This design comes from an exercise in tuning for small area on the open sky130 flow, not from production work. Function was checked by simulation only, so behaviour that the tests miss may differ from the original. Power figures rest on the tool's default switching activity, not on a simulated workload.

==> flow/design.v <==
module icsp_ctrl (
    input  wire        clk,
    input  wire        rst,           
    input  wire        cmd_valid,
    input  wire [7:0]  cmd_op,
    input  wire [23:0] cmd_arg0,
    input  wire [15:0] cmd_arg1,
    output wire        cmd_ready,
    output reg         done,
    output wire [3:0]  cause,
    output wire [15:0] result,
    output wire [1:0]  session,
    output wire [1:0]  ident,
    output wire [15:0] devid,
    output wire [7:0]  cat_index,
    output wire [23:0] code_size,
    output wire [3:0]  erase_blocks,
    output wire [6:0]  wbuf_words,
    output wire        pgc_o,
    output wire        pgc_oe,
    output reg         pgd_o,      
    output wire        pgd_oe,
    input  wire        pgd_i,
    output wire        mclr_o,
    output wire        mclr_oe
);
    localparam [31:0] MAGIC_KEY = 32'h4D434850;
    localparam [7:0] OP_ENTER      = 8'h01,
                     OP_EXIT       = 8'h02,
                     OP_IDENTIFY   = 8'h03,
                     OP_SEND_CMD   = 8'h10,
                     OP_SEND_WORD  = 8'h11,
                     OP_READ_WORD  = 8'h12,
                     OP_SEND_INSN  = 8'h13,
                     OP_GOTO_ADDR  = 8'h14,
                     OP_GOTO_SHORT = 8'h15,
                     OP_ERASE_BLK  = 8'h22,
                     OP_EE_RD_CELL = 8'h44,
                     OP_EE_WR_CELL = 8'h45;
    localparam [3:0] O_ENTER = 4'd0, O_IDENT = 4'd1, O_CMD = 4'd2, O_WORD = 4'd3,
                     O_READ  = 4'd4, O_INSN  = 4'd5, O_GOTO = 4'd6, O_ERASE = 4'd7,
                     O_EERD  = 4'd8, O_EEWR  = 4'd9;
    localparam [3:0] S_IDLE  = 4'd0,
                     S_EN1   = 4'd1,    
                     S_EN2   = 4'd2,    
                     S_EN3   = 4'd3,    
                     S_EN4   = 4'd4,    
                     S_EN5   = 4'd5,    
                     S_EX1   = 4'd6,
                     S_EX2   = 4'd7,
                     S_HOLD  = 4'd8,
                     S_ISSUE = 4'd9,
                     S_OUT   = 4'd10,
                     S_GAP   = 4'd11,
                     S_TRN   = 4'd12,
                     S_IN    = 4'd13,
                     S_RGAP  = 4'd14,
                     S_END   = 4'd15;
    localparam [2:0] K_CMD = 3'd0, K_WORD = 3'd1, K_READ = 3'd2,
                     K_INSN = 3'd3, K_RTXN = 3'd4, K_KEY = 3'd5;
    localparam [1:0] P_CMD = 2'd0, P_WORD = 2'd1, P_RPAD = 2'd2, P_KEY = 2'd3;
    reg [3:0]  st;
    reg [6:0]  cnt;
    reg        ph2;           
    reg [3:0]  step;
    reg [3:0]  op;
    reg [23:0] a;             
    reg [7:0]  b;             
    reg [15:0] idr;           
    reg        idf;           
    reg        prog;          
    reg        lines_on;      
    reg [2:0]  cz;            
    reg        pgd_q;         
    reg [1:0]  rsel;          
    wire busy = (st != S_IDLE);
    assign cmd_ready = ~busy;
    reg        hit;
    reg [2:0]  k;
    always @(*) begin
        hit = 1'b1;
        k   = 3'd0;
        case (idr[15:5])
            11'h30C: k = 3'd0;    
            11'h30E: k = 3'd1;    
            11'h308: k = 3'd2;    
            11'h309: k = 3'd3;    
            11'h060: k = 3'd4;    
            11'h092: k = 3'd5;    
            default: hit = 1'b0;
        endcase
    end
    wire res = idf & hit;
    assign ident        = {idf & ~hit, res};
    assign devid        = idf ? idr : 16'd0;
    assign cat_index    = res ? {5'd0, k} : 8'hFF;
    assign code_size    = res ? {7'd0, k == 3'd1 || k == 3'd3 || k == 3'd4,
                                 k == 3'd0 || k == 3'd2, k == 3'd5, 14'd0} : 24'd0;
    assign erase_blocks = res ? ((k == 3'd4) ? 4'd8 : 4'd4) : 4'd0;
    assign wbuf_words   = res ? ((k[2]) ? 7'd32 : 7'd64) : 7'd0;
    assign session = {prog, busy && op == O_ENTER};
    assign cause   = {1'b0, cz};
    assign result  = (rsel == 2'd2) ? idr : {8'd0, rsel[0] ? b : 8'd0};
    wire in_read = (st == S_TRN) || (st == S_IN) || (st == S_RGAP);
    assign pgc_o   = ((st == S_OUT) && cnt[1]) || ((st == S_IN) && cnt[2:0] != 3'd7);
    assign pgc_oe  = lines_on;
    assign pgd_oe  = lines_on & ~in_read;
    assign mclr_o  = (prog && st != S_EX2) || st == S_EN2 || st == S_EN5;
    assign mclr_oe = prog || (session[0] && st != S_EN1);
    wire [3:0] r = cmd_arg0[3:0];
    reg  [2:0] issue_cause;
    always @(*) begin
        issue_cause = 3'd0;
        case (cmd_op)
            OP_ENTER:
                if (session != 2'd0) issue_cause = 3'd2;
            OP_EXIT, OP_SEND_CMD, OP_SEND_WORD, OP_READ_WORD, OP_SEND_INSN,
            OP_GOTO_ADDR, OP_GOTO_SHORT:
                if (!prog) issue_cause = 3'd2;
            OP_IDENTIFY:
                if (!prog || idf) issue_cause = 3'd2;
            OP_ERASE_BLK, OP_EE_RD_CELL, OP_EE_WR_CELL: begin
                if (!prog || !idf)
                    issue_cause = 3'd2;
                else if (!hit)
                    issue_cause = 3'd3;
                else if (cmd_op == OP_ERASE_BLK &&
                         (r > 4'd10 || (r >= 4'd7 && k != 3'd4)))
                    issue_cause = 3'd4;
            end
            default:
                issue_cause = 3'd1;
        endcase
    end
    reg [3:0] new_op;
    always @(*) begin
        case (cmd_op)
            OP_ENTER:      new_op = O_ENTER;
            OP_IDENTIFY:   new_op = O_IDENT;
            OP_SEND_CMD:   new_op = O_CMD;
            OP_SEND_WORD:  new_op = O_WORD;
            OP_READ_WORD:  new_op = O_READ;
            OP_SEND_INSN:  new_op = O_INSN;
            OP_ERASE_BLK:  new_op = O_ERASE;
            OP_EE_RD_CELL: new_op = O_EERD;
            OP_EE_WR_CELL: new_op = O_EEWR;
            default:       new_op = O_GOTO;
        endcase
    end
    localparam [255:0] T_GOTO  = {160'd0, 16'h6EF6, 16'h0E00, 16'h6EF7, 16'h0E00, 16'h6EF8, 16'h0E00};
    localparam [255:0] T_IDENT = {160'd0, 16'h6EF6, 16'h0EFE, 16'h6EF7, 16'h0EFF, 16'h6EF8, 16'h0E3F};
    localparam [255:0] T_ERASE = {48'd0, 16'h0000, 16'h0000, 16'h0000, 16'h6EF6, 16'h0E06, 16'h0000,
                                  16'h6EF6, 16'h0E05, 16'h0000,
                                  16'h6EF6, 16'h0E04, 16'h6EF7, 16'h0E00, 16'h6EF8, 16'h0E3C};
    localparam [255:0] T_EERD  = {16'h0000, 16'h0000, 16'h0000, 16'h0000, 16'h0000, 16'h0000,
                                  16'h0000, 16'h6EF5, 16'h5073, 16'h807F,
                                  16'h6E75, 16'h0E00, 16'h6E74, 16'h0E00, 16'h9C7F, 16'h9E7F};
    localparam [255:0] T_EEWR  = {16'h947F, 16'h947F, 16'h0000, 16'h0000, 16'h6EF5, 16'h507F,
                                  16'h827F, 16'h847F, 16'h6E73, 16'h0E00,
                                  16'h6E75, 16'h0E00, 16'h6E74, 16'h0E00, 16'h9C7F, 16'h9E7F};
    wire o_goto = (op == O_GOTO), o_ident = (op == O_IDENT), o_erase = (op == O_ERASE);
    wire o_eerd = (op == O_EERD), o_eewr = (op == O_EEWR);
    wire o_ee = o_eerd | o_eewr;
    wire o_wd = (op == O_WORD) | (op == O_INSN);
    wire [3:0] wi = cnt[5:2];           
    wire [2:0] i  = cnt[4:2];           
    wire [7:0] si = {step, 4'd0};
    wire cw_bit = o_goto  ? T_GOTO[si + wi]  :
                  o_ident ? T_IDENT[si + wi] :
                  o_erase ? T_ERASE[si + wi] :
                  o_eerd  ? T_EERD[si + wi]  :
                  o_eewr  ? T_EEWR[si + wi]  : 1'b0;
    wire [3:0] ra = a[3:0];
    wire tblwt = o_erase && (step == 4'd6 || step == 4'd9 || step == 4'd12);
    wire cbit = (step == 4'd6) ? ((i == 3'd2) ? (ra != 4'd2) : (i == 3'd0) ? (ra == 4'd1) : (i == 3'd1) && (ra == 4'd2)) :
                (step == 4'd9) ? (ra >= 4'd3 && ra - 4'd3 == {1'b0, i}) :
                                 (i == 3'd7);
    wire lo_d = (o_goto && step == 4'd0) ? a[16 + i] :
                ((o_goto && step == 4'd2) || (o_ee && step == 4'd4)) ? a[8 + i] :
                ((o_goto && step == 4'd4) || (o_ee && step == 4'd2)) ? a[i] :
                ((o_eewr && step == 4'd6) || o_wd) ? b[i] :
                tblwt ? cbit : 1'b0;
    wire hi_d = o_wd ? a[16 + i] : tblwt ? cbit : 1'b0;
    wire wbit = cw_bit | (cnt[5] ? hi_d : lo_d);
    wire rtxn = (o_ident && step[3:1] == 3'd3) || (o_eerd && step >= 4'd10) || (o_eewr && step == 4'd13);
    wire [2:0] sk = (op == O_ENTER) ? K_KEY : (op == O_CMD) ? K_CMD : (op == O_WORD) ? K_WORD :
                    (op == O_READ) ? K_READ : rtxn ? K_RTXN : K_INSN;
    wire [3:0] sc = (op == O_CMD || op == O_INSN) ? a[3:0] :
                    tblwt ? 4'hC : !rtxn ? 4'h0 : o_ident ? 4'h9 : 4'h2;
    wire [1:0] cur_ph = !ph2 ? ((sk == K_WORD) ? P_WORD :
                                (sk == K_READ) ? P_RPAD :
                                (sk == K_KEY)  ? P_KEY  : P_CMD)
                             : ((sk == K_INSN) ? P_WORD : P_RPAD);
    reg obit;
    always @(*) begin
        case (cur_ph)
            P_CMD:   obit = sc[cnt[3:2]];
            P_WORD:  obit = wbit;
            P_RPAD:  obit = 1'b0;
            default: obit = MAGIC_KEY[~cnt[6:2]];
        endcase
    end
    wire in_out = (st == S_OUT);
    always @(*) pgd_o = in_out ? obit : pgd_q;
    reg [6:0] msk;
    always @(*) begin
        msk = 7'd0;
        if (in_out)
            case (cur_ph)
                P_CMD:   msk = 7'b1110000;
                P_WORD:  msk = 7'b1000000;
                P_RPAD:  msk = 7'b1100000;
                default: msk = 7'b0000000;
            endcase
        else if (st == S_IN)
            msk = 7'b1000000;
    end
    wire term = &(cnt | msk);
    always @(posedge clk) begin
        cnt <= cnt + 7'd1;
        if (rst) begin
            st       <= S_IDLE;
            done     <= 1'b0;
            cz       <= 3'd0;
            rsel     <= 2'd0;
            prog     <= 1'b0;
            idf      <= 1'b0;
            lines_on <= 1'b0;
            pgd_q    <= 1'b0;
        end else begin
            done <= 1'b0;
            if (in_out) pgd_q <= obit;
            case (st)
                S_IDLE: begin
                    if (cmd_valid) begin
                        op   <= new_op;
                        step <= (cmd_op[4] & cmd_op[2] & cmd_op[0]) ? 4'd4 : 4'd0;
                        a    <= {(cmd_op[2] & ~cmd_op[0]) ? cmd_arg0[23:16] : cmd_arg1[15:8],
                                 cmd_arg0[15:0]};
                        b    <= cmd_arg1[7:0];
                        rsel <= 2'd0;
                        cz   <= issue_cause;
                        ph2  <= 1'b0;
                        if (issue_cause != 3'd0)
                            done <= 1'b1;
                        else if (cmd_op == OP_ENTER) begin
                            st  <= S_EN1;
                            cnt <= 7'd122;
                        end else if (cmd_op == OP_EXIT) begin
                            st  <= S_EX1;
                            cnt <= 7'd124;
                        end else
                            st <= S_ISSUE;
                    end
                end
                S_EN1: begin
                    lines_on <= 1'b1;
                    if (term) begin st <= S_EN2; cnt <= 7'd122; end
                end
                S_EN2: if (term) begin st <= S_EN3; cnt <= 7'd125; end
                S_EN3: if (term) st <= S_ISSUE;
                S_EN4: if (term) begin st <= S_EN5; cnt <= 7'd123; end
                S_EN5: if (term) begin
                    idf  <= 1'b0;
                    prog <= 1'b1;
                    done <= 1'b1;
                    st   <= S_IDLE;
                end
                S_EX1: begin
                    pgd_q <= 1'b0;
                    if (term) begin st <= S_EX2; cnt <= 7'd124; end
                end
                S_EX2: if (term) begin
                    prog <= 1'b0;
                    done <= 1'b1;
                    st   <= S_IDLE;
                end
                S_HOLD: if (term) begin
                    done <= 1'b1;
                    st   <= S_IDLE;
                end
                S_ISSUE: begin
                    cnt <= 7'd0;
                    st  <= S_OUT;
                end
                S_OUT: begin
                    if (term) begin
                        case (cur_ph)
                            P_CMD:   begin st <= S_GAP; cnt <= 7'd126; end
                            P_WORD:  begin st <= S_GAP; cnt <= 7'd125; end
                            P_RPAD:  begin st <= S_TRN; cnt <= 7'd126; end
                            default: st <= S_END;
                        endcase
                    end
                end
                S_GAP: begin
                    if (term) begin
                        if (!ph2 && (sk == K_INSN || sk == K_RTXN)) begin
                            ph2 <= 1'b1;
                            cnt <= 7'd0;
                            st  <= S_OUT;
                        end else
                            st <= S_END;
                    end
                end
                S_TRN: if (term) begin st <= S_IN; cnt <= 7'd3; end
                S_IN: begin
                    if (cnt[2:0] == 3'd4) begin
                        if (op == O_IDENT) idr <= {pgd_i, idr[15:1]};
                        else               b   <= {pgd_i, b[7:1]};
                    end
                    if (cnt[2:0] == 3'd7) cnt[1:0] <= 2'b11;
                    if (term) begin st <= S_RGAP; cnt <= 7'd125; end
                end
                S_RGAP: if (term) st <= S_END;
                S_END: begin
                    ph2 <= 1'b0;
                    st  <= S_ISSUE;
                    step <= step + 4'd1;
                    case (op)
                        O_ENTER: begin
                            st    <= S_EN4;
                            cnt   <= 7'd125;
                        end
                        O_IDENT: if (step == 4'd7) begin
                            idf  <= 1'b1;
                            done <= 1'b1;
                            st   <= S_IDLE;
                            if (!hit) begin
                                cz   <= 3'd3;
                                rsel <= 2'd2;
                            end
                        end
                        O_READ: begin
                            rsel <= 2'd1;
                            done <= 1'b1;
                            st   <= S_IDLE;
                        end
                        O_EERD: if (step == 4'd10) begin
                            rsel <= 2'd1;
                            done <= 1'b1;
                            st   <= S_IDLE;
                        end
                        O_EEWR: begin
                            if (step == 4'd14) begin
                                done <= 1'b1;
                                st   <= S_IDLE;
                            end else if (step == 4'd13) begin
                                if (b[1]) begin
                                    if (a[23:17] == 7'd0) begin
                                        cz   <= 3'd7;
                                        rsel <= 2'd1;
                                        done <= 1'b1;
                                        st   <= S_IDLE;
                                    end else begin
                                        a[23:16] <= a[23:16] - 8'd1;
                                        step     <= 4'd10;
                                    end
                                end
                            end
                        end
                        O_ERASE: if (step == 4'd14) begin
                            cnt   <= 7'd88;
                            st    <= S_HOLD;
                        end
                        O_GOTO: if (step == 4'd5) begin
                            done <= 1'b1;
                            st   <= S_IDLE;
                        end
                        default: begin
                            done <= 1'b1;
                            st   <= S_IDLE;
                        end
                    endcase
                end
                default: ;
            endcase
        end
    end
endmodule
==> flow/flow/run.sh <==
#!/bin/bash
set -euo pipefail
W=$PWD
export AREA_ABC_SCRIPT=$W/flow/area.abc
export FLOW_SYNTH_TCL=$W/synth_recipe.tcl
export BUFFER_PORTS_ARGS="-buffer_cell sky130_fd_sc_hd__buf_1"
export SKIP_REPAIR_TIE_FANOUT=1
export CTS_ARGS="-sink_clustering_enable -repair_clock_nets -dont_use_dummy_load -buf_list \"sky130_fd_sc_hd__clkbuf_4 sky130_fd_sc_hd__clkbuf_8\""
sed "s#SYNTH_SCRIPT=[^ ]*#SYNTH_SCRIPT=$W/flow/area_synth.tcl#" standard.sh > area_standard.sh
grep -q "SYNTH_SCRIPT=$W/flow/area_synth.tcl" area_standard.sh
bash area_standard.sh > standard_flow.log 2>&1
==> flow/flow/area.abc <==
strash
&get -n
&fraig -x
&put
dc2
dc2
strash
&get -n
&dch -f
&nf -R 1000
&put
strash
dc2
&get -n
&dch -f
&nf -R 1000
&put
strash
dc2
&get -n
&dch -f
&nf -R 1000
&put
==> flow/flow/area_synth.tcl <==
# The standard synthesis script, with only the ABC script of its
# technology-mapping step replaced by flow/area.abc (area-oriented).
proc abc {args} {
  set i [lsearch -exact $args -script]
  if {$i >= 0} {
    set args [lreplace $args $i [expr {$i + 1}] -script $::env(AREA_ABC_SCRIPT)]
  }
  yosys abc {*}$args
}
source $::env(FLOW_SYNTH_TCL)
==> flow/standard.sh <==
#!/bin/bash
# synth_recipe.tcl (not shown) runs the flow's synth.tcl, then flattens the netlist and writes it again
# the make line also repeats each setting of config.mk as NAME=value (left out here)
make -C /OpenROAD-flow-scripts/flow DESIGN_CONFIG=/design/flow/config.mk WORK_HOME=/design/flow/orfs CLKGATE_MAP_FILE= SYNTH_SCRIPT=/design/flow/synth_recipe.tcl "${@:-finish}"
==> flow/config.mk <==
export PLATFORM = sky130hd
export DESIGN_NAME = icsp_ctrl
export DESIGN_NICKNAME = icsp_ctrl
export VERILOG_FILES = /design/flow/design.v
export SDC_FILE = /design/flow/constraint.sdc
export NUM_CORES = 4
export LEC_CHECK = 0
export CAP_MARGIN = 20
export CORE_MARGIN = 2
export CORE_UTILIZATION = 40
export CTS_BUF_LIST = sky130_fd_sc_hd__clkbuf_8
export SLEW_MARGIN = 20
==> flow/constraint.sdc <==
create_clock -name core_clock -period 10.0 [get_ports {clk}]
set_input_delay 2.0000 -clock core_clock [delete_from_list [all_inputs] [get_ports {clk}]]
set_output_delay 2.0000 -clock core_clock [all_outputs]
set_load 0.01 [all_outputs]
==> reports/results.ini, run 1 <==
[run_status]
status = complete, no violations

[critical_path]
path_class = reg -> out
worstPathArrival_ps = 4220
r2r-end = cnt[5]
end_kind = primary output
crit_path_max_fanout = 17
rr_worst_depth = 13
crit_path_end = pgd_o
crit_start = cnt[2]
required_ps = 8000
cp-start-kind = flop
r2r_start = step[2]
r2r_slack_ps = 6050

[yosys]
synth_flop_cell = edfxtp_1
seq_area_frac_synth_pct = 35.8
synth_edf_count = 57
synth_area_leaders = edfxtp_1 (29%), nor2_1 (7.3%), dfxtp_1 (7.1%)
synth-seq-cells = 78
synthesis.area_um2 = 5950
yosysWarningCount = 1
syn_avg_cell_area_um2 = 8.06
yosys.area.top_type = edfxtp_1
synthCells = 738
synthArstFlopShare_pct = 0
ys_types = 58
synth.top_cell.area_share_pct = 28.8

[sta]
worst_pin_slew_ps = 1050
max_freq_ghz = 0.161
finalHoldViolCount = 0
slew_headroom_pct = 30.0
slew_viol_final = 0
holdWs_ps = 474
fin_setup_tns_ps = 0
clock_skew_ps = 32.7
period_minus_slack_ps = 6220
grt_setup_unrepaired = false
fin_crit_sh_pct = 62.2
setup_viol = 0

[grt]
grt_pass1_vias = 5533
grt_pass1_wl_mm = 29.7
gr-total-overflow = 0
antenna_found_initial = 0
grt_max_degree = 30
track_usage_pct = 23.6

[pwr]
p_per_area_nw_per_um2 = 196
peakVddDrop_uv = 73.4
power.total_uw = 1290
power.leakage_uw = 0.00221

[floorplanning]
die_h_um = 126
row_count = 44
fp.dieArea_um2 = 15900
core_area_um2 = 14500
fp.dieW_um = 126
ios = 143
start_util_pct = 41.0

[finish]
drive_above_1_share_pct = 3.11
multiInputGateArea_um2 = 3480
stdcell_area_um2 = 6570
areaGrowthSynthToFinish_pct = 10.3
insertedDiodeCount = 0
final_nets = 908
regArea_um2 = 2130
final_cell_mix = nor2_1 (115), buf_1 (113), nand2_1 (76)
layout_commonest_cell = nor2_1
fill_cells = 1573

[drt]
drt-total-wl_mm = 18.9
drcViolationCount = 0
drtIter0Drc = 603
routed_via_density = 5.95
wire_per_inst_um = 18.5
drtPass1Iterations = 7
vias = 6073
antenna_left = 0

[clocking]
clk_latency_ps = 380
cts_hold_repair.buffers = 0
cts_root_buffer = clkbuf_8
cts_resized = 0
htree_levels = 3
cts_buffers = 9
clk_pin_slew_ps = 90
clockBufferDepth = 2
cts_setup_buffers = 0
cts_sinks = 78
tritoncts = yes

[run]
maxCapViolations = 0

[placement]
port-buffer-count = 113
post-dp-hpwl_mm = 14.0
place_congestion = 0.969
place_area_um2 = 6440

[min_path]
holdCritPathClass = reg -> reg

[cell type report]
class | count | area share (%)
tap | 184 | 3.51
clock buffer | 9 | 1.89
sequential | 78 | 32.5
timing repair buffer | 125 | 7.83
inverter | 24 | 1.37
multi-input combinational | 601 | 52.9
[routing by layer]
metal	track usage, %	up-vias	routed length, um
met4	8.02	0	481
met2	36.3	243	8570
met3	3.82	31	1220
met5	0	-	0
met1	33.7	2884	8650
li1	-	2915	-
[logic make-up after synthesis]
| group | synth area share [%] |
|---|---|
| simple gates | 28.7 |
| compound gates | 22.1 |
| flops | 35.8 |
| buf+inv | 5.93 |
| fa+ha+maj | 3.57 |
| xor+xnor | 1.91 |
| mux | 1.95 |
| other cells | 0.0630 |
[critical path: stages, from the launching register on]
cell and delay [ps]:
dfxtp_1 310, buf_4 250, clkinv_1 390, ha_1 390, nor2b_1 160, o21ai_0 570, o31ai_1 190, and2_0 210
o21ai_0 140, a21oi_1 80, a311oi_1 240, o21ai_0 160, nand3_1 140, o21ai_0 70, and3_1 170, o21ai_0 190
buf_1 180
[Yosys cell counts (all sizes together) (10+ instances only)]
master	n
a21oi	46
a22o	11
a31oi	12
and2	32
buf	35
clkinv	24
dfxtp	21
edfxtp	57
ha	17
nand2	76
nand2b	11
nand3	35
nand4	10
nor2	116
nor2b	18
nor3	20
nor4	12
o211ai	11
o21ai	54
o22ai	12
[worst min path at each step]
stage / start / to / slack, ps / cells past startpoint
after floorplan: idr[1] / idr[0] / 440 / 0
after global placement: idr[2] / idr[1] / 460 / 0
after detailed placement: idr[2] / idr[1] / 470 / 0
after CTS: idr[1] / idr[0] / 470 / 0
after global routing: idr[1] / idr[0] / 490 / 0
final: idr[1] / idr[0] / 470 / 0
[registers in the layout, summed over array words and instances, names as in the netlist]
signal	flops
a	24
idr	16
b	8
cnt	7
op	4
st	4
step	4
cz	3
rsel	2
done	1
idf	1
lines_on	1
pgd_q	1
ph2	1
prog	1
[power breakdown]
part / total [uW] / internal [uW] / leakage, uW / switching [uW]
registers: 481 / 409 / 0.000693 / 72.0
clock network: 187 / 80.4 / 0.0000647 / 107
logic: 621 / 222 / 0.00146 / 400
[through the flow]
stage	utilization (%)	setup WS (ps)	std cells
floorplan	-	4690	738
global placement	44.3	4330	1012
detailed placement	44.3	4240	1012
CTS	45.2	3850	1021
global route	45.2	3460	1021
finish	45.2	3780	1021
==> run 2: changes to the inputs <==
==> flow/flow/run.sh (replaced) <==
#!/bin/bash
set -euo pipefail
W=$PWD
export AREA_ABC_SCRIPT=$W/flow/area.abc
export FLOW_SYNTH_TCL=$W/synth_recipe.tcl
export BUFFER_PORTS_ARGS="-buffer_cell sky130_fd_sc_hd__buf_1"
export SKIP_REPAIR_TIE_FANOUT=1
export CTS_ARGS="-sink_clustering_enable -repair_clock_nets -dont_use_dummy_load -root_buf sky130_fd_sc_hd__clkbuf_16 -buf_list sky130_fd_sc_hd__clkbuf_4"
sed "s#SYNTH_SCRIPT=[^ ]*#SYNTH_SCRIPT=$W/flow/area_synth.tcl#" standard.sh > area_standard.sh
grep -q "SYNTH_SCRIPT=$W/flow/area_synth.tcl" area_standard.sh
bash area_standard.sh > standard_flow.log 2>&1
==> reports/results.ini, run 2 <==
[critical_path]
end_kind = primary output
crit_path_max_fanout = 17  ; unchanged
required_ps = 8000  ; about the same
worstPathArrival_ps = 4200  ; -20 ps
cp-start-kind = flop
path_class = reg -> out

[sta]
finalHoldViolCount = 0  ; unchanged
fin_crit_sh_pct = 62.0  ; -0.14 points
worst_pin_slew_ps = 1050  ; -1.14 ps
setup_viol = 0  ; unchanged
max_freq_ghz = 0.161  ; +0.23%
fin_setup_tns_ps = 0  ; unchanged
clock_skew_ps = 23.6  ; -9.11 ps
period_minus_slack_ps = 6200  ; -14.3 ps
slew_viol_final = 0  ; unchanged
grt_setup_unrepaired = false
slew_headroom_pct = 30.0  ; +0.076 points

[floorplanning]
fp.dieW_um = 126  ; unchanged
start_util_pct = 41.0  ; unchanged
die_h_um = 126  ; unchanged
core_area_um2 = 14500  ; unchanged
fp.dieArea_um2 = 15900  ; unchanged
ios = 143  ; unchanged
row_count = 44  ; unchanged

[yosys]
ys_types = 58  ; unchanged
seq_area_frac_synth_pct = 35.8  ; unchanged
synth-seq-cells = 78  ; unchanged
synthArstFlopShare_pct = 0  ; unchanged
synthesis.area_um2 = 5950  ; unchanged
yosys.area.top_type = edfxtp_1
synthCells = 738  ; unchanged
synth.top_cell.area_share_pct = 28.8  ; unchanged
synth_edf_count = 57  ; unchanged
synthTopCellsByCount = nor2_1 (116), nand2_1 (76), edfxtp_1 (57), o21ai_0 (54), a21oi_1 (46)
synth_flop_cell = edfxtp_1
synth_area_leaders = edfxtp_1 (29%), nor2_1 (7.3%), dfxtp_1 (7.1%)
syn_avg_cell_area_um2 = 8.06  ; unchanged
yosysWarningCount = 1  ; unchanged
yosysMostFrequentCell = nor2_1

[clocking]
cts_setup_buffers = 0  ; unchanged
clockBufferDepth = 2  ; unchanged
htree_levels = 3  ; unchanged
cts_sinks = 78  ; unchanged
clk_pin_slew_ps = 70  ; -20 ps
cts_buffers = 9  ; unchanged
clk_latency_ps = 360  ; -20 ps
cts_resized = 0  ; unchanged
cts_root_buffer = clkbuf_16
cts_hold_repair.buffers = 0  ; unchanged
tritoncts = yes

[finish]
layout_commonest_cell = nor2_1
areaGrowthSynthToFinish_pct = 12.0
largest_reg_flops = 24  ; unchanged
insertedDiodeCount = 0  ; unchanged
reg_top3 = a: 24 flops, idr: 16 flops, b: 8 flops
final_nets = 908  ; unchanged
final_cell_mix = nor2_1 (115), buf_1 (113), nand2_1 (76)
largest-register = a
fill_cells = 1560  ; -0.83%
drive_above_1_share_pct = 3.11  ; unchanged
fin_cells = 1021  ; unchanged

[placement]
post-dp-hpwl_mm = 14.0  ; unchanged
place_congestion = 0.969  ; unchanged
dp_cells = 1012  ; unchanged
port-buffer-count = 113  ; unchanged

[run_status]
status = complete, no violations

[grt]
grt_pass1_wl_mm = 29.8  ; +0.23%
gr-total-overflow = 0  ; unchanged
track_usage_pct = 23.6  ; unchanged
antenna_found_initial = 0  ; unchanged
grt_pass1_vias = 5594  ; +1.1%
grt_max_degree = 30  ; unchanged

[drt]
antenna_left = 0  ; unchanged
drcViolationCount = 0  ; unchanged
vias = 6088  ; +0.25%
wire_per_inst_um = 18.5  ; -0.45%
drt-total-wl_mm = 18.8  ; -0.45%
routed_via_density = 5.96  ; +0.25%
drtIter0Drc = 621  ; +3.0%
drtPass1Iterations = 8  ; +1

[run]
maxCapViolations = 0  ; unchanged

[pwr]
peakVddDrop_uv = 83.6  ; +14%
p_per_area_nw_per_um2 = 206  ; +5.1%
power.leakage_uw = 0.00226  ; +2.1%

[min_path]
holdCritPathClass = reg -> reg

-- run 2: layout make-up --
| class | count | area [um2] | share of cell area (%) |
|---|---|---|---|
| clock buffer | 9 | 225 | 3.38 |
| tap | 184 | 230 | 3.45 |
| multi-input combinational | 601 | 3480 | 52.1 |
| inverter | 24 | 90.1 | 1.35 |
| timing repair buffer | 125 | 514 | 7.71 |
| sequential | 78 | 2130 | 32.0 |
-- run 2: worst paths after layout --
path / startpoint / end / slack [ps] / cells after the start
setup / recovery: cnt[2] / pgd_o / 3800 / 16
hold / removal: idr[1] / idr[0] / 480 / 0
setup reg to reg: step[2] / cnt[5] / 6070 / 13
hold reg to reg: idr[1] / idr[0] / 480 / 0
-- run 2: metrics by stage --
stage | hold WS (ps) | util (%) | area [um2] | worst slack (ps) | total power (uW)
after floorplan | 444 | - | 5950 | 4690 | 845
after global placement | 464 | 44.3 | 6440 | 4330 | 1100
after detailed placement | 469 | 44.3 | 6440 | 4240 | 1090
after CTS | 478 | 45.9 | 6670 | 3880 | 1370
after global routing | 501 | 45.9 | 6670 | 3510 | 1460
final | 475 | 45.9 | 6670 | 3800 | 1380
-- run 2: report_power, final --
group	internal, uW	switching (uW)	total [uW]
clock	158	118	276
sequential	409	71.8	481
combinational	221	398	619
total	788	587	1380
-- run 2: cell families (layout without fill, tap and decap cells) --
| family | after synthesis | count (layout) | synth area share [%] |
|---|---|---|---|
| buffers and inverters | 59 | 158 | 5.93 |
| xor gates and xnor gates | 13 | 13 | 1.91 |
| muxes | 9 | 9 | 1.95 |
| DFF | 78 | 78 | 35.8 |
| other | 1 | 1 | 0.0630 |
| and+or+nand+nor | 356 | 356 | 28.7 |
| adders and majority gates | 17 | 17 | 3.57 |
| AOI/OAI and AO/OA | 205 | 205 | 22.1 |
-- run 2: metal layers --
metal | up-vias | share of wire, % | GRT usage (%)
met4 | 0 | 3.1 | 9.63
met1 | 2869 | 45 | 33.4
met5 | - | 0 | 0
li1 | 2922 | - | -
met2 | 261 | 45 | 36.6
met3 | 36 | 6.3 | 2.72
-- run 2: worst max-delay path, stage by stage (launching register included) --
cell and delay (ps):
dfxtp_1 300, buf_4 250, clkinv_1 400, ha_1 400, nor2b_1 160, o21ai_0 570
o31ai_1 190, and2_0 210, o21ai_0 140, a21oi_1 80, a311oi_1 240, o21ai_0 160
nand3_1 140, o21ai_0 70, and3_1 170, o21ai_0 190, buf_1 180
==> run 3: changes to the inputs <==
==> flow/flow/run.sh (replaced) <==
#!/bin/bash
set -euo pipefail
W=$PWD
export AREA_ABC_SCRIPT=$W/flow/area.abc
export FLOW_SYNTH_TCL=$W/synth_recipe.tcl
export BUFFER_PORTS_ARGS="-buffer_cell sky130_fd_sc_hd__buf_1"
export CTS_ARGS="-sink_clustering_enable -repair_clock_nets -dont_use_dummy_load -buf_list sky130_fd_sc_hd__clkbuf_8"
sed "s#SYNTH_SCRIPT=[^ ]*#SYNTH_SCRIPT=$W/flow/area_synth.tcl#" standard.sh > area_standard.sh
grep -q "SYNTH_SCRIPT=$W/flow/area_synth.tcl" area_standard.sh
bash area_standard.sh > standard_flow.log 2>&1
==> flow/flow/area.abc (replaced) <==
strash
&get -n
&fraig -x
&put
dc2
dc2
strash
&get -n
&dch -f
&nf -R 1000
&put
strash
dc2
&get -n
&dch -f
&nf -R 1000
&put
==> reports/results.ini, run 3 <==
[finish]
final_cell_mix = nor2_1 (126), buf_1 (113), nand2_1 (84)
areaGrowthSynthToFinish_pct = 11.8
largest-register = a
insertedDiodeCount = 0  ; unchanged
drive_above_1_share_pct = 2.60  ; -0.51 points
post-route-util_pct = 46.1  ; +0.17 points
layout_commonest_cell = nor2_1
largest_reg_flops = 24  ; unchanged
reg_top3 = a: 24 flops, idr: 16 flops, b: 8 flops
final_nets = 956  ; +5.3%

[sta]
slew_headroom_pct = 45.2  ; +15 points
grt_setup_unrepaired = false
finalHoldViolCount = 0  ; unchanged
fin_setup_tns_ps = 0  ; unchanged
slew_viol_final = 0  ; unchanged
period_minus_slack_ps = 6840  ; +641 ps
clock_skew_ps = 21.5  ; -2.10 ps
setup_ws_ps = 3160  ; -641 ps
setup_viol = 0  ; unchanged
max_freq_ghz = 0.146  ; -9.4%
fin_crit_sh_pct = 68.4  ; +6.4 points
worst_pin_slew_ps = 821  ; -227 ps

[drt]
antenna_left = 0  ; unchanged
drt-total-wl_mm = 19.3  ; +2.4%
drtPass1Iterations = 6  ; -2
vias = 6214  ; +2.1%
routed_via_density = 5.81  ; -2.5%
dr_wl_met3_mm = 1.58  ; +32%
dr_wl_met2_mm = 8.79  ; +3.3%
wire_per_inst_um = 18.0  ; -2.2%
drtIter0Drc = 657  ; +5.8%
top_layer = met4
drcViolationCount = 0  ; unchanged
wl_met1_mm = 8.50  ; -0.53%

[critical_path]
worstPathArrival_ps = 4840  ; +640 ps
path_class = reg -> out
rr_worst_depth = 14  ; +1
cp-start-kind = flop
required_ps = 8000  ; about the same
crit_path_max_fanout = 17  ; unchanged
end_kind = primary output

[yosys]
yosysMostFrequentCell = nor2_1
synthTopCellsByCount = nor2_1 (127), nand2_1 (84), o21ai_0 (63), a21oi_1 (58), edfxtp_1 (57)
yosys.area.top_type = edfxtp_1
seq_area_frac_synth_pct = 35.5  ; -0.34 points
synthCells = 760  ; +3.0%
synthArstFlopShare_pct = 0  ; unchanged
synthesis.area_um2 = 6010  ; +0.95%
synth.top_cell.area_share_pct = 28.5  ; -0.27 points
synth_area_leaders = edfxtp_1 (28%), nor2_1 (7.9%), dfxtp_1 (7.0%)
ys_types = 56  ; -3.4%
synth_edf_count = 57  ; unchanged
syn_avg_cell_area_um2 = 7.91  ; -2.0%
synth-seq-cells = 78  ; unchanged
synth_flop_cell = edfxtp_1
yosysWarningCount = 1  ; unchanged

[grt]
grt_max_degree = 30  ; unchanged
grt_pass1_vias = 5740  ; +2.6%
track_usage_pct = 23.8  ; +0.28 points
antenna_found_initial = 0  ; unchanged
gr-total-overflow = 0  ; unchanged
grt_pass1_wl_mm = 30.4  ; +2.1%

[clocking]
cts_resized = 0  ; unchanged
tritoncts = yes
cts_setup_buffers = 0  ; unchanged
clockBufferDepth = 2  ; unchanged
cts_sinks = 78  ; unchanged
clk_pin_slew_ps = 90  ; +20 ps
htree_levels = 3  ; unchanged
cts_buffers = 9  ; unchanged
clk_latency_ps = 380  ; +20 ps
cts_root_buffer = clkbuf_8
cts_hold_repair.buffers = 0  ; unchanged

[floorplanning]
core_area_um2 = 14600  ; +0.38%
ios = 143  ; unchanged
die_h_um = 127  ; +0.46%
row_count = 44  ; unchanged
start_util_pct = 41.2  ; +0.23 points
fp.dieW_um = 127  ; +0.46%
fp.dieArea_um2 = 16000  ; +0.91%

[placement]
port-buffer-count = 113  ; unchanged
place_congestion = 0.977  ; +0.78%
post-dp-hpwl_mm = 14.4  ; +2.7%
place_worst_setup_slack_ps = 3640  ; -597 ps

[run_status]
status = complete, no violations

[pwr]
peakVddDrop_uv = 86.0  ; +2.9%
power.leakage_uw = 0.00239  ; +5.6%
p_per_area_nw_per_um2 = 184  ; -11%

[min_path]
holdCritPathClass = reg -> reg
worstHoldPathCells = 0  ; unchanged

[run]
maxCapViolations = 0  ; unchanged

run 3: changes by cell type in the layout (fill, tap and decap cells not counted), sizes merged, moves of 6 or more:
cell	previous run	this run
nand2	76	84
nor2	116	127
o21ai	54	63
a21oi	46	58
nand3	35	29
nor4	12	6
clkinv	24	18
nor3	20	31
conb	1	29
run 3: layout make-up:
class	instances	area [um2]
fillers	1490	7870
multi-input cells	657	3670
flip-flops and latches	78	2130
repair buffers	123	499
well taps	184	230
clock buffers	9	124
inverters	18	67.6
run 3: power by group:
| group | internal [uW] | switching, uW | total [uW] | leakage (uW) |
|---|---|---|---|---|
| logic | 197 | 346 | 543 | 0.00163 |
| registers | 406 | 92.7 | 499 | 0.000693 |
| clock network | 80.5 | 111 | 191 | 0.0000647 |
run 3: worst paths after layout:
kind	startpoint	end	slack, ps
hold / removal	idr[4]	idr[3]	490
setup / recovery	cnt[2]	pgd_o	3160
setup reg to reg	cnt[2]	pgd_q	5490
hold reg to reg	idr[4]	idr[3]	490
run 3: layer usage:
| metal | up-vias | track usage, % |
|---|---|---|
| li1 | 2992 | - |
| met1 | 2868 | 32.6 |
| met2 | 321 | 37.8 |
| met3 | 33 | 4.89 |
| met4 | 0 | 7.63 |
| met5 | - | 1.24 |
run 3: worst max-delay path, cell delays in order, from the launching register on:
cell	delay [ps]
dfxtp_1	810
clkinv_1	560
ha_1	410
nor2b_1	160
o21ai_0	660
o21ai_0	330
or3_1	390
a21oi_1	150
o311ai_0	130
o21ai_0	220
a211o_1	180
nand3_1	90
a31oi_1	210
buf_1	180
run 3: metrics by stage:
stage               cell area [um2]  hold WS [ps]  std cells  total power (uW)
floorplan                      6110           444        788               860
global placement               6590           457       1060              1040
detailed placement             6590           460       1060              1030
CTS                            6710           482       1069              1230
global route                   6720           505       1069              1320
finish                         6720           486       1069              1230
run 3: cell families (layout without fill, tap and decap cells):
group	after synthesis	after routing	synth area share, %
buf+inv	53	150	5.50
mux	11	11	2.04
fa+ha+maj	17	17	3.54
xor+xnor	13	13	1.90
simple gates	370	370	28.9
compound gates	217	217	22.6
flops	78	78	35.5
other cells	1	29	0.0624
==> run 4: changes to the inputs <==
--- a/flow/flow/run.sh
+++ b/flow/flow/run.sh
@@ -5,4 +5,5 @@
 export FLOW_SYNTH_TCL=$W/synth_recipe.tcl
 export BUFFER_PORTS_ARGS="-buffer_cell sky130_fd_sc_hd__buf_1"
+export SKIP_REPAIR_TIE_FANOUT=1
 export CTS_ARGS="-sink_clustering_enable -repair_clock_nets -dont_use_dummy_load -buf_list sky130_fd_sc_hd__clkbuf_8"
 sed "s#SYNTH_SCRIPT=[^ ]*#SYNTH_SCRIPT=$W/flow/area_synth.tcl#" standard.sh > area_standard.sh
==> reports/results.ini, run 4 <==
[run_status]
status = complete, no violations

[sta]
slew_viol_final = 0  ; unchanged
slew_headroom_pct = 48.4  ; +3.2 points
fin_crit_sh_pct = 66.6  ; -1.9 points
finalHoldViolCount = 0  ; unchanged
period_minus_slack_ps = 6660  ; -188 ps
setup_ws_ps = 3340  ; +188 ps
grt_setup_unrepaired = false
setup_viol = 0  ; unchanged
clock_skew_ps = 25.5  ; +3.99 ps
worst_pin_slew_ps = 773  ; -48.9 ps
fin_setup_tns_ps = 0  ; unchanged
max_freq_ghz = 0.150  ; +2.8%

[placement]
place_worst_setup_slack_ps = 3780  ; +136 ps
place_area_um2 = 6490  ; -1.5%
place_congestion = 0.926  ; -5.2%
port-buffer-count = 113  ; unchanged
post-dp-hpwl_mm = 14.0  ; -2.5%
dp_cells = 1033  ; -2.5%

[finish]
drive_above_1_share_pct = 2.80  ; +0.20 points
fin_cells = 1042  ; -2.5%
reg_top3 = a: 24 flops, idr: 16 flops, b: 8 flops
layout_commonest_cell = nor2_1
areaGrowthSynthToFinish_pct = 10.2
largest_reg_flops = 24  ; unchanged
insertedDiodeCount = 0  ; unchanged
largest-register = a
stdcell_area_um2 = 6620  ; -1.5%
final_cell_mix = nor2_1 (126), buf_1 (113), nand2_1 (84)
final_nets = 929  ; -2.8%

[yosys]
syn_avg_cell_area_um2 = 7.91  ; unchanged
synthTopCellsByCount = nor2_1 (127), nand2_1 (84), o21ai_0 (63), a21oi_1 (58), edfxtp_1 (57)
synth_area_leaders = edfxtp_1 (28%), nor2_1 (7.9%), dfxtp_1 (7.0%)
yosysWarningCount = 1  ; unchanged
synth_flop_cell = edfxtp_1
ys_types = 56  ; unchanged
synthCells = 760  ; unchanged
yosysMostFrequentCell = nor2_1
synth.top_cell.area_share_pct = 28.5  ; unchanged
yosys.area.top_type = edfxtp_1
synthArstFlopShare_pct = 0  ; unchanged
synth_edf_count = 57  ; unchanged
synthesis.area_um2 = 6010  ; unchanged
seq_area_frac_synth_pct = 35.5  ; unchanged
synth-seq-cells = 78  ; unchanged

[pwr]
p_per_area_nw_per_um2 = 185  ; +0.79%
peakVddDrop_uv = 106  ; +23%
power.total_uw = 1220  ; -0.68%
power.leakage_uw = 0.00230  ; -3.6%

[clocking]
clk_latency_ps = 380  ; about the same
cts_resized = 0  ; unchanged
clockBufferDepth = 2  ; unchanged
cts_sinks = 78  ; unchanged
htree_levels = 3  ; unchanged
cts_buffers = 9  ; unchanged
cts_root_buffer = clkbuf_8
clk_pin_slew_ps = 80  ; about the same
tritoncts = yes
cts_hold_repair.buffers = 0  ; unchanged
cts_setup_buffers = 0  ; unchanged

[drt]
antenna_left = 0  ; unchanged
drtPass1Iterations = 6  ; unchanged
routed_via_density = 5.93  ; +2.1%
drcViolationCount = 0  ; unchanged
vias = 6182  ; -0.51%
drtIter0Drc = 579  ; -12%
drt-total-wl_mm = 18.8  ; -2.4%
wire_per_inst_um = 18.1  ; +0.18%

[min_path]
hp-start = idr[1]
worstHoldPathCells = 0  ; unchanged
holdPathEnd = idr[0]
holdCritPathClass = reg -> reg

[critical_path]
critical_path.cell_chain = clkinv_1, ha_1, nor2b_1, o21ai_0, o21ai_0, or3_1, a21oi_1, o311ai_0, o21ai_0, a211o_1, nand3_1, a31oi_1, buf_1
r2r-end = pgd_q
r2r_slack_ps = 5660  ; +170 ps
path_buf_inv = 2  ; unchanged
cp-start-kind = flop
crit_path_max_fanout = 17  ; unchanged
critPathMaxStageDelay_ps = 820  ; about the same
r2r_start = cnt[2]
cpMaxStageDelayCell = dfxtp_1
path_class = reg -> out
end_kind = primary output
required_ps = 8000  ; about the same
cp_common_cell = o21ai_0
rr_worst_depth = 14  ; unchanged
cp_top_family = compound AO/OA/AOI/OAI gates
worstPathArrival_ps = 4660  ; -180 ps

[floorplanning]
fp.dieW_um = 127  ; unchanged
core_area_um2 = 14600  ; unchanged
fp.dieArea_um2 = 16000  ; unchanged
row_count = 44  ; unchanged
ios = 143  ; unchanged
start_util_pct = 41.2  ; unchanged
die_h_um = 127  ; unchanged

[grt]
grt_pass1_wl_mm = 30.4  ; about the same
antenna_found_initial = 0  ; unchanged
grt_max_degree = 30  ; unchanged
gr-total-overflow = 0  ; unchanged
track_usage_pct = 23.7  ; -0.18 points
grt_pass1_vias = 5649  ; -1.6%

[run]
maxCapViolations = 0  ; unchanged

-- run 4: cell counts after synthesis --
No cell type changed its count.
-- run 4: cells by family (layout without fill, tap and decap cells) --
logic type	count (synthesis)	in the layout	synth area share (%)
AND/OR/NAND/NOR	370	370	28.9
AO/OA/AOI/OAI	217	217	22.6
flip-flops	78	78	35.5
buffers and inverters	53	151	5.50
adder cells (fa/ha/maj)	17	17	3.54
XOR/XNOR	13	13	1.90
multiplexers	11	11	2.04
other	1	1	0.0624
-- run 4: stage by stage --
| stage | hold WS (ps) | utilization (%) |
|---|---|---|
| 2_1_floorplan | 444 | - |
| 3_3_place_gp | 456 | 44.5 |
| 3_5_place_dp | 466 | 44.5 |
| 4_1_cts | 488 | 45.3 |
| 5_1_grt | 510 | 45.4 |
| 6_report | 490 | 45.4 |
-- run 4: power breakdown --
group	total, uW	leakage, uW	internal [uW]	switching [uW]
clock	190	0.0000647	80.5	109
sequential	495	0.000693	406	88.8
combinational	540	0.00154	197	343
total	1220	0.00230	683	542
-- run 4: routing by layer --
metal	global-route usage (%)	wire [um]	part of all wire, %
met3	3.25	1410	7.5
met1	33.2	8460	45
met5	0	0	0
met2	37.6	8570	45
met4	7.95	401	2.1
-- run 4: worst max-delay path by stage --
stage                 from  endpoint  slack [ps]  cells past startpoint
finish              cnt[2]     pgd_o        3340                     13
global route        cnt[2]     pgd_o        2970                     13
CTS                 cnt[2]     pgd_o        3370                     13
detailed placement  cnt[2]     pgd_o        3780                     13
global placement    cnt[2]     pgd_o        3820                     13
floorplan           cnt[2]     pgd_o        4770                     12
-- run 4: layout make-up --
class                           count  area (um2)
Inverter                           18        67.6
Clock buffer                        9         124
Tap cell                          184         230
Multi-Input combinational cell    629        3560
Timing Repair Buffer              124         507
Fill cell                        1483        7970
Sequential cell                    78        2130
-- run 4: worst register-to-register path: stages, from the launching register on --
cell and delay, ps:
dfxtp_1 820, clkinv_1 550, ha_1 400, nor2b_1 160, o21ai_0 590, o21ai_0 280
or3_1 370, a21oi_1 170, o311ai_0 140, o21ai_0 180, a211o_1 170, nand3_1 90
a31oi_1 210, nand2_1 80, nor2_1 70
==> run 5: changes to the inputs <==
--- a/flow/flow/area.abc
+++ b/flow/flow/area.abc
@@ -16,2 +16,8 @@
 &nf -R 1000
 &put
+strash
+dc2
+&get -n
+&dch -f
+&nf -R 1000
+&put
==> reports/results.ini, run 5 <==
[critical_path]
cp-start-kind = flop
critPathMaxStageDelay_ps = 570  ; -250 ps
worstPathArrival_ps = 4220  ; -440 ps
required_ps = 8000  ; about the same
crit_path_max_fanout = 17  ; unchanged
path_class = reg -> out
end_kind = primary output
cp_common_cell = o21ai_0
cpMaxStageDelayCell = o21ai_0
critical_path.cell_chain = buf_4, clkinv_1, ha_1, nor2b_1, o21ai_0, o31ai_1, and2_0, o21ai_0, a21oi_1, a311oi_1, o21ai_0, nand3_1, o21ai_0, and3_1, o21ai_0, buf_1

[yosys]
yosys.area.top_type = edfxtp_1
syn_avg_cell_area_um2 = 8.06  ; +2.0%
synthesis.area_um2 = 5950  ; -0.94%
synthArstFlopShare_pct = 0  ; unchanged
synthCells = 738  ; -2.9%
synthTopCellsByCount = nor2_1 (116), nand2_1 (76), edfxtp_1 (57), o21ai_0 (54), a21oi_1 (46)
synth_edf_count = 57  ; unchanged
synth.top_cell.area_share_pct = 28.8  ; +0.27 points
ys_types = 58  ; +3.6%
yosysWarningCount = 1  ; unchanged
synth_area_leaders = edfxtp_1 (29%), nor2_1 (7.3%), dfxtp_1 (7.1%)
synth-seq-cells = 78  ; unchanged
synth_flop_cell = edfxtp_1
seq_area_frac_synth_pct = 35.8  ; +0.34 points
yosysMostFrequentCell = nor2_1

[placement]
post-dp-hpwl_mm = 14.0  ; about the same
place_congestion = 0.969  ; +4.7%
place_area_um2 = 6440  ; -0.75%
port-buffer-count = 113  ; unchanged
dp_cells = 1012  ; -2.0%

[sta]
finalHoldViolCount = 0  ; unchanged
grt_setup_unrepaired = false
holdWs_ps = 474  ; -16.1 ps
setup_viol = 0  ; unchanged
clock_skew_ps = 32.7  ; +7.21 ps
worst_pin_slew_ps = 1050  ; +277 ps
slew_viol_final = 0  ; unchanged
fin_crit_sh_pct = 62.2  ; -4.4 points
period_minus_slack_ps = 6220  ; -438 ps
fin_setup_tns_ps = 0  ; unchanged
slew_headroom_pct = 30.0  ; -18 points
max_freq_ghz = 0.161  ; +7.0%

[floorplanning]
die_h_um = 126  ; -0.45%
core_area_um2 = 14500  ; -0.38%
ios = 143  ; unchanged
row_count = 44  ; unchanged
fp.dieArea_um2 = 15900  ; -0.91%
fp.dieW_um = 126  ; -0.45%
start_util_pct = 41.0  ; -0.23 points

[finish]
drive_above_1_share_pct = 3.11  ; +0.31 points
final_cell_mix = nor2_1 (115), buf_1 (113), nand2_1 (76)
largest-register = a
largest_reg_flops = 24  ; unchanged
areaGrowthSynthToFinish_pct = 10.3
layout_commonest_cell = nor2_1
stdcell_area_um2 = 6570  ; -0.81%
insertedDiodeCount = 0  ; unchanged
fin_cells = 1021  ; -2.0%
reg_top3 = a: 24 flops, idr: 16 flops, b: 8 flops
fill_cells = 1573  ; +6.1%
final_nets = 908  ; -2.3%

[pwr]
p_per_area_nw_per_um2 = 196  ; +6.1%
power.leakage_uw = 0.00221  ; -3.8%
power.total_uw = 1290  ; +5.3%
peakVddDrop_uv = 73.4  ; -30%
swShare_pct = 44.9  ; +0.67 points
switching_power_uw = 579  ; +6.9%
p_comb_share_pct = 48.2  ; +4.1 points
clkPwrFrac_pct = 14.5  ; -1.0 points
p_int_uw = 711  ; +4.0%
seqPwrFrac_pct = 37.3  ; -3.1 points

[drt]
vias = 6073  ; -1.8%
wire_per_inst_um = 18.5  ; +2.5%
drtPass1Iterations = 7  ; +1
antenna_left = 0  ; unchanged
drtIter0Drc = 603  ; +4.1%
drcViolationCount = 0  ; unchanged
routed_via_density = 5.95  ; +0.26%
drt-total-wl_mm = 18.9  ; +0.47%

[clocking]
cts_setup_buffers = 0  ; unchanged
cts_resized = 0  ; unchanged
cts_root_buffer = clkbuf_8
htree_levels = 3  ; unchanged
clk_pin_slew_ps = 90  ; about the same
cts_buffers = 9  ; unchanged
tritoncts = yes
clockBufferDepth = 2  ; unchanged
cts_sinks = 78  ; unchanged
clk_latency_ps = 380  ; about the same
cts_hold_repair.buffers = 0  ; unchanged

[grt]
track_usage_pct = 23.6  ; -0.10 points
gr-total-overflow = 0  ; unchanged
grt_pass1_wl_mm = 29.7  ; -2.2%
antenna_found_initial = 0  ; unchanged
grt_max_degree = 30  ; unchanged
grt_pass1_vias = 5533  ; -2.1%

[min_path]
holdCritPathClass = reg -> reg

[run_status]
status = complete, no violations

[run]
maxCapViolations = 0  ; unchanged

==> run 5: cell types whose count changed in the layout (fill, tap and decap cells not counted), moves of 8 or more <==
cell     delta
nor3_1     -10
nor2_1     -11
a21oi_1    -12
nand2_1     -8
o21ai_0     -9
==> run 5: critical path: cells and delay by family, from the launching register on <==
family / cells / cell delay, ps
AO/OA/AOI/OAI: 8 / 1640
AND/OR/NAND/NOR: 4 / 680
flip-flops: 1 / 310
adder cells (fa/ha/maj): 1 / 390
buffers and inverters: 3 / 820
==> run 5: path summary, 6_finish.rpt <==
check / from / endpoint / slack (ps) / depth (start not counted)
worst max register to register: step[2] / cnt[5] / 6050 / 13
worst max-delay path: cnt[2] / pgd_o / 3780 / 16
worst min register to register: idr[1] / idr[0] / 470 / 0
worst min-delay path: idr[1] / idr[0] / 470 / 0
==> run 5: per-stage QoR <==
stage,setup WS [ps],util [%]
after global placement,4330,44.3
final,3780,45.2
after floorplan,4690,-
after CTS,3850,45.2
after global routing,3460,45.2
after detailed placement,4240,44.3
==> run 5: power groups by stage <==
stage	sequential (uW)	clock, uW	combinational [uW]
final	481	187	621
after global routing	489	207	682
after CTS	478	194	613
after detailed placement	485	0	609
after global placement	486	0	615
after floorplan	482	0	363
==> run 5: cell families after synthesis <==
logic type | count (synthesis) | synth area share, %
AND/OR/NAND/NOR | 356 | 28.7
AO/OA/AOI/OAI | 205 | 22.1
flip-flops | 78 | 35.8
buffers and inverters | 59 | 5.93
adder cells (fa/ha/maj) | 17 | 3.57
XOR/XNOR | 13 | 1.91
multiplexers | 9 | 1.95
other | 1 | 0.0630
==> run 5: final cells by class <==
cell class	count	area [um2]	area share (%)
clock buffer	9	124	1.89
inverter	24	90.1	1.37
multi-input combinational	601	3480	52.9
sequential	78	2130	32.5
tap	184	230	3.51
timing repair buffer	125	514	7.83
==> run 5: metal layers <==
layer	GRT usage (%)	part of all wire, %
met1	33.7	46
met2	36.3	45
met5	0	0
met3	3.82	6.5
met4	8.02	2.5
==> run 6: changes to the inputs <==
==> flow/flow/area.abc (replaced) <==
strash
&get -n
&fraig -x
&put
dc2
dc2
strash
&get -n
&dch -f
&nf -R 1000
&put
strash
dc2
&get -n
&dch -f
&nf -R 1000
&put
--- a/flow/config.mk
+++ b/flow/config.mk
@@ -6,7 +6,7 @@
 export NUM_CORES = 4
 export LEC_CHECK = 0
-export CAP_MARGIN = 20
+export CAP_MARGIN = 0
 export CORE_MARGIN = 2
 export CORE_UTILIZATION = 40
 export CTS_BUF_LIST = sky130_fd_sc_hd__clkbuf_8
-export SLEW_MARGIN = 20
+export SLEW_MARGIN = 0
==> reports/results.ini, run 6 <==
[grt]
track_usage_pct = 23.7  ; +0.10 points
grt_busiest_layer = met2
grt_max_degree = 30  ; unchanged
gr-total-overflow = 0  ; unchanged
met2_usage_pct = 37.6  ; +1.3 points
grt_pass1_vias = 5649  ; +2.1%
grt_pass1_wl_mm = 30.4  ; +2.2%
antenna_found_initial = 0  ; unchanged
grtUsageMet3_pct = 3.25  ; -0.58 points
use_met1_pct = 33.2  ; -0.47 points

[finish]
drive_above_1_share_pct = 2.68  ; -0.43 points
areaGrowthSynthToFinish_pct = 10.1
fin_cells = 1042  ; +2.1%
final_nets = 929  ; +2.3%
reg_top3 = a: 24 flops, idr: 16 flops, b: 8 flops
layout_commonest_cell = nor2_1
largest_reg_flops = 24  ; unchanged
insertedDiodeCount = 0  ; unchanged
largest-register = a
final_cell_mix = nor2_1 (126), buf_1 (113), nand2_1 (84)
stdcell_area_um2 = 6610  ; +0.70%

[critical_path]
rr_worst_depth = 14  ; +1
r2r_slack_ps = 5670  ; -380 ps
crit_path_max_fanout = 17  ; unchanged
path_class = reg -> out
required_ps = 8000  ; about the same
r2r-end = pgd_q
cp-start-kind = flop
worstPathArrival_ps = 4650  ; +430 ps
end_kind = primary output
r2r_start = cnt[2]

[sta]
slew_viol_final = 0  ; unchanged
holdWs_ps = 490  ; +16.2 ps
grt_setup_unrepaired = false
fin_crit_sh_pct = 66.5  ; +4.3 points
setup_ws_ps = 3350  ; -432 ps
worst_pin_slew_ps = 1050  ; -1.49 ps
period_minus_slack_ps = 6650  ; +432 ps
finalHoldViolCount = 0  ; unchanged
slew_headroom_pct = 30.1  ; +0.10 points
fin_setup_tns_ps = 0  ; unchanged
clock_skew_ps = 26.8  ; -5.91 ps
max_freq_ghz = 0.150  ; -6.5%
setup_viol = 0  ; unchanged

[clocking]
cts_hold_repair.buffers = 0  ; unchanged
clk_pin_slew_ps = 80  ; about the same
htree_levels = 3  ; unchanged
cts_sinks = 78  ; unchanged
cts_root_buffer = clkbuf_8
tritoncts = yes
clk_latency_ps = 370  ; about the same
cts_buffers = 9  ; unchanged
cts_setup_buffers = 0  ; unchanged
clockBufferDepth = 2  ; unchanged
cts_resized = 0  ; unchanged

[min_path]
hp-start = idr[1]
worstHoldPathCells = 0  ; unchanged
holdPathEnd = idr[0]
holdCritPathClass = reg -> reg

[placement]
place_congestion = 0.926  ; -4.5%
post-dp-hpwl_mm = 14.0  ; about the same
place_worst_setup_slack_ps = 3780  ; -461 ps
port-buffer-count = 113  ; unchanged
dp_cells = 1033  ; +2.1%
place_area_um2 = 6490  ; +0.76%

[run_status]
status = complete, no violations

[floorplanning]
core_area_um2 = 14600  ; +0.38%
row_count = 44  ; unchanged
ios = 143  ; unchanged
start_util_pct = 41.2  ; +0.23 points
die_h_um = 127  ; +0.46%
fp.dieW_um = 127  ; +0.46%
fp.dieArea_um2 = 16000  ; +0.91%

[yosys]
synthCells = 760  ; +3.0%
yosysWarningCount = 1  ; unchanged
synth_flop_cell = edfxtp_1
syn_avg_cell_area_um2 = 7.91  ; -2.0%
synthTopCellsByCount = nor2_1 (127), nand2_1 (84), o21ai_0 (63), a21oi_1 (58), edfxtp_1 (57)
yosys.area.top_type = edfxtp_1
yosysMostFrequentCell = nor2_1
synthesis.area_um2 = 6010  ; +0.95%
synthArstFlopShare_pct = 0  ; unchanged
synth_edf_count = 57  ; unchanged
ys_types = 56  ; -3.4%
seq_area_frac_synth_pct = 35.5  ; -0.34 points
synth.top_cell.area_share_pct = 28.5  ; -0.27 points
synth-seq-cells = 78  ; unchanged
synth_area_leaders = edfxtp_1 (28%), nor2_1 (7.9%), dfxtp_1 (7.0%)

[drt]
vias = 6163  ; +1.5%
wire_per_inst_um = 18.0  ; -2.7%
drt-total-wl_mm = 18.8  ; -0.66%
drcViolationCount = 0  ; unchanged
drtIter0Drc = 580  ; -3.8%
drtPass1Iterations = 6  ; -1
routed_via_density = 5.91  ; -0.56%
antenna_left = 0  ; unchanged

[pwr]
peakVddDrop_uv = 106  ; +44%
p_per_area_nw_per_um2 = 185  ; -5.7%
power.leakage_uw = 0.00230  ; +3.9%

[run]
maxCapViolations = 0  ; unchanged

==> run 6: cell types whose count changed after synthesis, sizes merged, moves of 3 or more <==
cell and change:
a21oi +12, nor4 -6, o22ai -3, nand2 +8
mux2i +4, nor2 +11, nand3 -6, a41oi +3
clkinv -6, nor3 +11, o21ai +9, o211ai -3
==> run 6: cells by family after synthesis <==
group           count (synthesis)  synth area share [%]
xor+xnor                       13                  1.90
other cells                     1                0.0624
fa+ha+maj                      17                  3.54
compound gates                217                  22.6
simple gates                  370                  28.9
flops                          78                  35.5
buf+inv                        53                  5.50
mux                            11                  2.04
==> run 6: power by group <==
part           total, uW  internal (uW)  switching [uW]  leakage, uW
clock network        189           80.5             109    0.0000647
registers            494            406            88.4     0.000693
logic                540            196             344      0.00154
==> run 6: worst max path at each step <==
| stage | from | end | slack [ps] | cells after the start |
|---|---|---|---|---|
| after floorplan | cnt[2] | pgd_o | 4770 | 12 |
| after global placement | cnt[2] | pgd_o | 3820 | 13 |
| after detailed placement | cnt[2] | pgd_o | 3780 | 13 |
| after CTS | cnt[2] | pgd_o | 3370 | 13 |
| after global routing | cnt[2] | pgd_o | 2970 | 13 |
| final | cnt[2] | pgd_o | 3350 | 13 |
==> run 6: metrics by stage <==
step / util, % / power, uW
after floorplan: - / 860
after global placement: 44.5 / 1040
after detailed placement: 44.5 / 1030
after CTS: 45.3 / 1220
after global routing: 45.3 / 1310
final: 45.3 / 1220
==> run 6: worst max-delay path, cell delays in order, from the launching register on <==
cell,delay (ps)
dfxtp_1,810
clkinv_1,540
ha_1,400
nor2b_1,160
o21ai_0,590
o21ai_0,280
or3_1,360
a21oi_1,170
o311ai_0,140
o21ai_0,180
a211o_1,170
nand3_1,90
a31oi_1,210
buf_1,180
==> run 6: layout make-up <==
cell class | count | area [um2]
clock buffers | 9 | 124
fillers | 1485 | 7980
inverters | 18 | 67.6
multi-input cells | 629 | 3550
flip-flops and latches | 78 | 2130
well taps | 184 | 230
repair buffers | 124 | 507
==> run 6: metal layers <==
metal  share of wire, %  routed length (um)
met1                 45                8410
met2                 46                8620
met4                2.1                 388
met5                  0                   0
met3                7.4                1390

port drivers added, routing unchanged:
In the flow no input, the clock included, has a driving cell. The finished layouts below were timed again as built, in two steps.
Step 1 assumes that a clkbuf_16 drives the clock port and a buf_2 every other input.
Step 2 moves the port delays by t, midway between the first and last clock arrival at a register: inputs arrive t later, outputs are due t later. That takes back most of the time a late clock gives input paths.
Three values: ideal ports, drivers, drivers and shift; two values: the first two.
| run | t, ns | setup WS [ns] | hold slack, ns | worst setup path at the end | worst slew at a driven data input, ns |
|---|---|---|---|---|---|
| run 1 | 0.406 | 3.783 / 3.744 / 4.151 | 0.474 / 0.474 / 0.474 | register to output | 0.05 |
| run 2 | 0.386 | 3.797 / 3.756 / 4.142 | 0.475 / 0.475 / 0.475 | register to output | 0.05 |
| run 3 | 0.408 | 3.156 / 3.116 / 3.524 | 0.486 / 0.486 / 0.486 | register to output | 0.05 |
| run 4 | 0.401 | 3.345 / 3.306 / 3.708 | 0.490 / 0.490 / 0.490 | register to output | 0.05 |
| run 5 | 0.406 | 3.783 / 3.744 / 4.151 | 0.474 / 0.474 / 0.474 | register to output | 0.05 |
| run 6 | 0.400 | 3.351 / 3.312 / 3.712 | 0.490 / 0.490 / 0.490 | register to output | 0.05 |
After both steps setup and hold are still met in every run listed.
